Context: an optimization exercise on an open-source flow, tuned for small area, a short achievable clock period and few clock cycles per item. The choices shown serve that exercise and are no tape-out recipe. Where RTL was checked, it was by simulation tests only, not by an equivalence proof against the original.

run a:
Design ydl_angle_engine, start of the top module:
module ydl_angle_engine (
    input  wire        clk,
    input  wire        rst,
    input  wire        hdr_valid,
    output wire        hdr_ready,
    input  wire [15:0] hdr_start_code,
    input  wire [15:0] hdr_end_code,
    input  wire [7:0]  hdr_count,
    input  wire [13:0] hdr_dist_first,
    input  wire [13:0] hdr_dist_last,
    input  wire        smp_valid,
    output wire        smp_ready,
    input  wire [23:0] smp_raw,
    output wire        out_valid,
    input  wire        out_ready,
    output reg  [15:0] out_angle,
    output reg  [13:0] out_dist,
    output reg  [9:0]  out_intensity,
    output reg         out_last
);
    localparam [2:0] W_IDLE = 3'd0,   
                     W_S0   = 3'd1,   
                     W_S1   = 3'd2,   
                     W_WT   = 3'd3,   
                     W_DIV  = 3'd4,   
                     W_DONE = 3'd5;   
    reg        out_v, skid_v;
    reg [15:0] sk_angle;
    reg [13:0] sk_dist;
    reg [9:0]  sk_int;
    reg        sk_last;
    wire       en = ~skid_v;
    assign out_valid = out_v;
    reg  [2:0]  w_st;
    reg  [3:0]  w_cnt;
    reg  [7:0]  w_dv;               
    reg         w_nb, w_nd;         
    reg  [20:0] w_f;                
    reg  [26:0] w_q;                
    reg  [9:0]  w_r;
    reg         p_v, p_conv;
    reg  [20:0] p_f;
    reg  [7:0]  p_n;
    reg  [26:0] p_step;
    reg         e_act, e_conv;
    reg  [7:0]  e_rem;
    reg  [26:0] e_acc, e_step;
    reg         hdr_rdy_q, smp_rdy_q;   
    wire        w_bub = w_nb & ((w_st == W_S0) | (w_st == W_S1));
    assign hdr_ready = hdr_rdy_q;       
    assign smp_ready = smp_rdy_q;       
    wire        hdr_take = hdr_valid & hdr_ready;
    wire        smp_take = smp_valid & smp_ready;
    wire        e_last = (e_rem == 8'd1);
  ...
Size: roughly 990 flip-flops.
Settings: LEC_CHECK=0, ABC_AREA=1, CAP_MARGIN=20, CORE_MARGIN=2, CORE_UTILIZATION=40, SLEW_MARGIN=20; clock period 12.0 ns.
run.sh (not shown) runs the stock make flow with config.mk's settings and CLKGATE_MAP_FILE= SYNTH_SCRIPT=/design/flow/synth_recipe.tcl, a recipe that flattens the netlist after the stock synthesis.
Here is what was changed in the inputs of run b compared with run a.
--- a/flow/design.v
+++ b/flow/design.v
@@ -839,20 +839,20 @@
             sk_angle <= x_ang;
             sk_dist  <= x_d;
             sk_int   <= x_int;
             sk_last  <= x_last;
         end
     end
     wire [9:0]  dvx = {2'b0, w_dv};
-    wire [10:0] sa  = {w_r[8:0], w_q[26], 1'b1} + {dvx ^ {10{~w_r[9]}}, ~w_r[9]};
-    wire [9:0]  ra  = sa[10:1];
-    wire [10:0] sb  = {ra[8:0], w_q[25], 1'b1} + {dvx ^ {10{~ra[9]}}, ~ra[9]};
-    wire [9:0]  rb  = sb[10:1];
-    wire [10:0] sc  = {rb[8:0], w_q[24], 1'b1} + {dvx ^ {10{~rb[9]}}, ~rb[9]};
-    wire [9:0]  rc  = sc[10:1];
+    wire [9:0]  r2a = {w_r[8:0], w_q[26]};
+    wire [9:0]  ra  = w_r[9] ? r2a + dvx : r2a - dvx;
+    wire [9:0]  r2b = {ra[8:0], w_q[25]};
+    wire [9:0]  rb  = ra[9] ? r2b + dvx : r2b - dvx;
+    wire [9:0]  r2c = {rb[8:0], w_q[24]};
+    wire [9:0]  rc  = rb[9] ? r2c + dvx : r2c - dvx;
     wire        xb_en = en & x_v & x_b;
     wire [20:0] span = x_z - w_f;
     always @(posedge clk) begin
         if (rst)
             w_st <= W_IDLE;
         else
             w_st <= w_st_n;
Notes after the runs:
Looking at beginning of the critical path, the w_r[9] result is from run a; the w_dv[0] one comes from run b.
Per the comparison of run b with run a, non-clock buffer count fell by 4, detailed-router iteration count before antenna repair went down.
Relative to run a, the CTS buffer count of run b is higher by 1.
Relative to run a, worst path setup slack after routing has decreased by 1.42 ns in run b.
Floorplan die area: run b vs run a up about 1.4%
Function was not checked in any run of this note: the RTL went through the layout flow alone.

--- another note on this design; it stands on its own ---

==> flow/design.v (excerpt) <==
module ydl_angle_engine (
    input  wire        clk,
    input  wire        rst,
    input  wire        hdr_valid,
    output wire        hdr_ready,
    input  wire [15:0] hdr_start_code,
    input  wire [15:0] hdr_end_code,
    input  wire [7:0]  hdr_count,
    input  wire [13:0] hdr_dist_first,
    input  wire [13:0] hdr_dist_last,
    input  wire        smp_valid,
    output wire        smp_ready,
    input  wire [23:0] smp_raw,
    output wire        out_valid,
    input  wire        out_ready,
    output reg  [15:0] out_angle,
    output reg  [13:0] out_dist,
    output reg  [9:0]  out_intensity,
    output reg         out_last
);
Size in the first run: roughly 0.060 mm² of cells after synthesis.
Settings: LEC_CHECK=0, ABC_AREA=1, CAP_MARGIN=0, CORE_MARGIN=2, CORE_UTILIZATION=40, SLEW_MARGIN=0; clock period 12.0 ns.
run.sh (not shown) runs the stock make flow with config.mk's settings and CLKGATE_MAP_FILE= SYNTH_SCRIPT=/design/flow/synth_recipe.tcl, a recipe that flattens the netlist after the stock synthesis.
Testbench counts at the start, summed over its fixed seeds: cycles 60,086, items 56,574.
Then changed:
--- a/flow/config.mk
+++ b/flow/config.mk
@@ -9 +9 @@
-export CAP_MARGIN = 0
+export CAP_MARGIN = 20
@@ -12 +12 @@
-export SLEW_MARGIN = 0
+export SLEW_MARGIN = 20
Effect: Sequential share of layout area stays the same. Area after synthesis is unchanged. Non-clock buffer count is unchanged.

## what the ideal ports hide
The results above use ideal ports. As a check the final layouts listed here were re-extracted and re-timed, cells and wires unchanged.
Step 1 sets driving cells, clkbuf_16 on the clock port and buf_2 on the other inputs (assumed; they add their load-dependent delay and slew).
Step 2 times the ports against the registers' clock, not the clock port: input delays grow and output delays shrink by t, the midpoint of the rising clock arrivals with the driver on.
Slacks: ideal ports / drivers / drivers and shift; pairs: ideal ports / drivers.
run	t (ns)	setup WS [ns]	slew at the worst register clock pin (ns)
run a	0.768	6.082 / 6.082 / 5.857	0.07 / 0.07
run b	0.771	4.662 / 4.662 / 4.662	0.07 / 0.07
the first run of note 2	0.782	6.699 / 6.699 / 5.977	0.07 / 0.07
the second run of note 2	0.782	6.699 / 6.699 / 5.977	0.07 / 0.07
After both steps setup and hold are still met in every run listed.
